This is an optimization exercise on Yosys and OpenROAD, whose aim is small area, a short achievable clock period and few clock cycles per item, not a production implementation.
Function was checked by simulation only, so behaviour that the tests miss may differ from the original.

### flow/config.mk
export PLATFORM = sky130hd
export DESIGN_NAME = scope_index_unit
export DESIGN_NICKNAME = scope_index_unit
export VERILOG_FILES = /design/flow/design.v
export SDC_FILE = /design/flow/constraint.sdc
export NUM_CORES = 4
export LEC_CHECK = 0
export CAP_MARGIN = 20
export CORE_MARGIN = 2
export CORE_UTILIZATION = 40
export SLEW_MARGIN = 20
### flow/constraint.sdc
create_clock -name core_clock -period 28.0 [get_ports {clk}]
set_input_delay 5.6000 -clock core_clock [delete_from_list [all_inputs] [get_ports {clk}]]
set_output_delay 5.6000 -clock core_clock [all_outputs]
set_load 0.01 [all_outputs]
### flow/design.v
module scope_index_unit (
    input  wire        clk,
    input  wire        rst,           
    input  wire        start,
    input  wire [2:0]  cfg_scope,
    input  wire [11:0] cfg_width_m1,  
    input  wire        s_valid,
    output wire        s_ready,
    input  wire [31:0] s_data,        
    output reg         m_valid,
    input  wire        m_ready,
    output reg  [2:0]  m_mask,        
    output reg  [21:0] m_addr0,
    output reg  [21:0] m_addr1,
    output reg  [21:0] m_addr2
);
    localparam [2:0] SC_HIST  = 3'd1;
    localparam [2:0] SC_WFL   = 3'd2;
    localparam [2:0] SC_WFP   = 3'd3;
    localparam [2:0] SC_VSA   = 3'd4;
    localparam [2:0] SC_VSB   = 3'd5;
    reg [2:0]  scope;
    reg [11:0] wm1;
    reg [11:0] col;
    wire accept = s_valid && s_ready;
    assign s_ready = !m_valid || m_ready;
    always @(posedge clk) begin
        if (rst) begin
            scope <= 3'd0;
            wm1   <= 12'd0;
            col   <= 12'd0;
        end else if (start) begin
            scope <= cfg_scope;
            wm1   <= cfg_width_m1;
            col   <= 12'd0;
        end else if (accept) begin
            if (col == wm1)
                col <= 12'd0;
            else
                col <= col + 12'd1;
        end
    end
    wire [7:0] r = s_data[7:0];
    wire [7:0] g = s_data[15:8];
    wire [7:0] b = s_data[23:16];
    wire [12:0] w = {1'b0, wm1} + 13'd1;
    wire [21:0] lnum  = 22'd2126 * r + 22'd7152 * g + 22'd722 * b;
    wire [21:0] luma  = (lnum + 22'd5000) / 22'd10000;
    wire        luma_ok = (luma <= 22'd255);
    wire [31:0] xa_num = 32'd6350000 * r + 32'd1285000000 - 32'd635 * lnum;
    wire [34:0] ya_num = 35'd12850000000 + 35'd5389 * lnum - 35'd53890000 * b;
    wire [31:0] xa     = xa_num / 32'd10000000;
    wire [34:0] ya     = ya_num / 35'd100000000;
    wire        va_ok  = (xa <= 32'd255) && (ya <= 35'd255);
    wire [19:0] ynum   = 20'd299 * r + 20'd587 * g + 20'd114 * b;
    wire [19:0] ub_num = 20'd1000 * b + 20'd256500 - ynum;
    wire [19:0] vb_num = 20'd1000 * r + 20'd256500 - ynum;
    wire [19:0] ub_q   = ub_num / 20'd1000;               
    wire [19:0] vb_q   = vb_num / 20'd1000;               
    wire [9:0]  ub_p   = ub_q[9:0] - 10'd1;               
    wire [9:0]  vb_p   = vb_q[9:0] - 10'd1;               
    wire [16:0] xb     = {ub_p, 7'd0} / 17'd255;
    wire [16:0] yb     = {vb_p, 7'd0} / 17'd255;
    wire        vb_ok  = (ub_q >= 20'd1) && (vb_q >= 20'd1) &&
                         (ub_q <= 20'd511) && (vb_q <= 20'd511) &&
                         (xb <= 17'd255) && (yb <= 17'd255);
    wire [7:0]  row_l = 8'd255 - luma[7:0];
    wire [7:0]  row_r = 8'd255 - r;
    wire [7:0]  row_g = 8'd255 - g;
    wire [7:0]  row_b = 8'd255 - b;
    wire [21:0] wfl_addr  = row_l * w + col;
    wire [21:0] wfp_addr0 = row_r * w + col;
    wire [21:0] wfp_addr1 = {w, 8'd0} + row_g * w + col;
    wire [21:0] wfp_addr2 = {w, 9'd0} + row_b * w + col;
    reg [2:0]  t_mask;
    reg [21:0] t_addr0, t_addr1, t_addr2;
    always @(*) begin
        t_mask  = 3'b000;
        t_addr0 = 22'd0;
        t_addr1 = 22'd0;
        t_addr2 = 22'd0;
        case (scope)
            SC_HIST: begin
                t_mask  = 3'b111;
                t_addr0 = {14'd0, r};
                t_addr1 = 22'd256 + g;
                t_addr2 = 22'd512 + b;
            end
            SC_WFL: begin
                if (luma_ok) begin
                    t_mask  = 3'b001;
                    t_addr0 = wfl_addr;
                end
            end
            SC_WFP: begin
                t_mask  = 3'b111;
                t_addr0 = wfp_addr0;
                t_addr1 = wfp_addr1;
                t_addr2 = wfp_addr2;
            end
            SC_VSA: begin
                if (va_ok) begin
                    t_mask  = 3'b001;
                    t_addr0 = {6'd0, ya[7:0], xa[7:0]};
                end
            end
            SC_VSB: begin
                if (vb_ok) begin
                    t_mask  = 3'b001;
                    t_addr0 = {6'd0, yb[7:0], xb[7:0]};
                end
            end
            default: ;
        endcase
    end
    always @(posedge clk) begin
        if (rst) begin
            m_valid <= 1'b0;
            m_mask  <= 3'd0;
            m_addr0 <= 22'd0;
            m_addr1 <= 22'd0;
            m_addr2 <= 22'd0;
        end else if (accept) begin
            m_valid <= 1'b1;
            m_mask  <= t_mask;
            m_addr0 <= t_addr0;
            m_addr1 <= t_addr1;
            m_addr2 <= t_addr2;
        end else if (m_ready) begin
            m_valid <= 1'b0;
        end
    end
endmodule
### flow/run.sh
#!/bin/bash
# synth_recipe.tcl (not shown) runs the flow's synth.tcl, then flattens the netlist and writes it again
# the make line also repeats each setting of config.mk as NAME=value (left out here)
make -C /OpenROAD-flow-scripts/flow DESIGN_CONFIG=/design/flow/config.mk WORK_HOME=/design/flow/orfs CLKGATE_MAP_FILE= SYNTH_SCRIPT=/design/flow/synth_recipe.tcl finish
==> run notes <==
[metrics by stage]
| step | util, % | instance area (µm²) | worst slack, ns | TNS (ns) |
|---|---|---|---|---|
| 2_1_floorplan | - | 77400 | 0.542 | 0 |
| 3_3_place_gp | 48.7 | 93700 | -0.326 | -1.14 |
| 3_5_place_dp | 48.7 | 93700 | -0.601 | -2.91 |
| 4_1_cts | 48.9 | 94100 | 0.0000462 | 0 |
| 5_1_grt | 50.1 | 96400 | -0.201 | -0.474 |
| 6_report | 50.1 | 96400 | 0.713 | 0 |
[routing by layer]
layer / part of all wire (%) / vias to the layer above / GRT usage (%)
met4: 3.7 / 6 / 8.70
met5: 0.015 / - / 0
met1: 44 / 39321 / 36.9
met3: 5.9 / 422 / 3.14
met2: 46 / 2399 / 46.1
li1: - / 38404 / -
[critical path, delay by kind of cell]
kind	cells	cell delay [ns]
AOI/OAI and AO/OA	36	8.26
xor gates and xnor gates	3	0.51
adders and majority gates	14	5.59
buffers and inverters	23	3.88
muxes	3	0.92
and+or+nand+nor	17	2.72
[cell usage after synthesis, types with 29 or more instances]
library cell / number
xor2_1: 243
o21ai_0: 350
clkbuf_1: 220
nand3_1: 279
mux2i_1: 96
buf_2: 60
nand2_1: 777
a21oi_1: 569
and3_1: 108
o21bai_1: 139
nor2b_1: 52
nor2_1: 818
a31o_2: 32
xnor2_1: 584
a211o_1: 42
o21a_1: 88
fa_1: 779
mux2_2: 32
o2111ai_1: 38
nor4_1: 71
a2111oi_0: 29
o22ai_1: 52
o211ai_1: 117
nand2b_1: 113
nand4_1: 90
ha_1: 980
nor3_1: 258
o31ai_1: 68
dfxtp_1: 96
a21o_1: 127
and2_1: 93
or3_1: 88
a22oi_1: 62
o31a_1: 34
or2_2: 77
a211oi_1: 118
a21boi_0: 30
inv_1: 1321
or4_1: 38
nor3b_1: 29
o21ai_1: 46
a31oi_1: 108
a221oi_1: 35
o211a_1: 37
[worst paths after layout]
check                    startpoint  cells past startpoint  slack [ns]                  endpoint
min          m_mask[1]$_SDFFE_PP0P_                      2        0.49    m_mask[1]$_SDFFE_PP0P_
max                       s_data[6]                     96        0.71   m_addr0[8]$_SDFFE_PP0P_
max reg2reg     wm1[0]$_SDFFE_PP0P_                     33       19.57  m_addr1[21]$_SDFFE_PP0P_
min reg2reg  m_mask[1]$_SDFFE_PP0P_                      2        0.49    m_mask[1]$_SDFFE_PP0P_
[area by class of cell]
class / count / area [µm²]
clock buffer: 9 / 225
timing repair buffer: 1888 / 14700
tap: 2526 / 3160
sequential: 96 / 1920
clock inverter: 7 / 65.1
antenna: 2 / 5.00
multi-input combinational: 8282 / 71400
fill: 18683 / 96000
inverter: 1329 / 4990
[logic make-up after synthesis]
| group | after synthesis | share of synthesized area, % |
|---|---|---|
| and+or+nand+nor | 3035 | 19.1 |
| AOI/OAI and AO/OA | 2509 | 22.8 |
| adders and majority gates | 1766 | 36.1 |
| buffers and inverters | 1638 | 8.08 |
| xor gates and xnor gates | 839 | 9.66 |
| muxes | 132 | 1.81 |
| DFF | 96 | 2.48 |
[sequential cells by signal (all words and copies together) (netlist names)]
register / flops
col: 12
m_addr2: 22
m_addr0: 22
m_valid: 1
scope: 3
m_addr1: 22
wm1: 12
m_mask: 2
[what timing repair did]
action | in CTS | in global routing
buffers inserted | 0 | 46
hold buffers | 0 | 0
gates cloned | 0 | 2
resized for setup | 10 | 385
pin swaps | 1 | 86
endpoints found under the setup margin | 4 | 18
==> qor.csv <==
stage,metric,value,unit
outcome,status,"complete, no violations",
sta,fmax,0.0366,GHz
sta,Final Critical Period,27.29,ns
floorplan,core area,192000,µm²
place,Post-DP HPWL,238000,µm
global_routing,GRT Residual Overflow,0,
floorplan,Die Span Y,444,µm
drt,DR pass1 iterations,10,
layout,NumNets Final,13417,
synth,net count after synthesis,11826,
job,total of max-cap violations,0,
synth,post-synthesis sequential area ratio,2.48,%
global_routing,initial antenna violation count,9,
sta,endpoints failing hold,0,
synth,"Distinct cells, synth",141,
layout,area grow syn2layout,24.5,%
clock_tree,CTS H-tree lvls,3,
critical_path,endpoint class of the critical path,flop,
floorplan,# IOs,123,
sta,max_slew headroom,24.7,%
synth,Syn Area/Cell,7.73,µm²
floorplan,Initial Util,40.3,%
sta,fin. max-slew vios,0,
critical_path,CP required,28.28,ns
floorplan,die area,197000,µm²
place,placed instance count,14073,
critical_path,CP startpoint kind,input port,
hold_path,HP Class,flop to flop,
sta,RSZ-0062 raised after global routing,true,
synth,Main synth FF type,dfxtp_1,
drt,final WL,280000,µm
global_routing,aggregate global-route resource usage,27.5,%
critical_path,Slowest cell on crit path,fa_1,
global_routing,number of global-route vias before repair,80012,
clock_tree,CTS Root Cell,clkbuf_16,
floorplan,Die X,444,µm
place,I/O Buffers,114,
drt,DR vias,80552,
global_routing,first-pass GRT wire length,439000,µm
synth,post-synthesis async set-or-reset flop share,0,%
layout,Non-Filler Instances,14139,
clock_tree,Sink Count,96,
synth,top-area cell type share of the netlist area,20.1,%
clock_tree,Worst-Skew Late Latency,0.39,ns
clock_tree,Clock Tree Buf Depth,2,
critical_path,Worst Path Max Fanout,10,
drt,DR iter-0 viols,5593,
drt,Vias/cell,5.70,
place,global placement routability congestion,1.00,
sta,slew at the pin closest to its max-slew limit,1.13,ns
clock_tree,CTS tree,done,
critical_path,WP data arrival,27.57,ns
synth,Synth Warn #,1,
clock_tree,Worst-path clk slew,0.08,ns
critical_path,crit-path max cell delay,0.64,ns
sta,Worst Skew,0.0139,ns
synth,number of flops mapped to enable cells by yosys,0,
synth,post-synth top area cell,fa_1,
critical_path,Setup CP Type,input port to flop,
drt,post-route ant nets,0,
drt,wire per inst,19.8,µm
drt,drt drc,0,
critical_path,CP most frequent cell,buf_4,
synth,Mapped Cells,10015,
global_routing,largest net degree at the start of global routing,86,
layout,"most common cell after layout, fill and taps aside",buf_4,
floorplan,row cnt,161,
sta,Final period util,97.5,%
layout,most frequent cells in the layout,"1749 x buf_4, 1320 x inv_1, 974 x ha_1",
synth,Netlist Area Pre-Place,77400,µm²
sta,Final setup viols,0,
clock_tree,CTS Buf Count,9,
sta,Hold Slack,0.491,ns
synth,Yosys reg bits,96,
synth,largest cells by area after synthesis,"fa_1 20%, ha_1 16%, xnor2_1 6.6%, inv_1 6.4%, nor2_1 4.0%",
layout,layout cells sized above 1,20.5,%
Testbench counts, summed over its fixed seeds: cycles 24,160, items 24,000.

==> re-timing with driven ports <==
In the flow no input, the clock included, has a driving cell. The finished layout below was timed again as built, in two steps.
Step 1 assumes that a clkbuf_16 drives the clock port and a buf_2 every other input.
Step 2 times the ports against the registers' clock, not the clock port: input delays grow and output delays shrink by t, the midpoint of the rising clock arrivals with the driver on.
Three values: ideal, step 1, step 2; two values: the first two.
t, ns: 0.433
setup slack, ns: 0.713 / 0.741 / 0.308
hold WS [ns]: 0.491 / 0.491 / 0.491
worst setup path at the end: input to register
slew at the worst register clock pin (ns): 0.08 / 0.08
After both steps this run still meets setup and hold. The setup slack of this run moves by +0.028 ns with the drivers and by -0.405 ns with both steps.
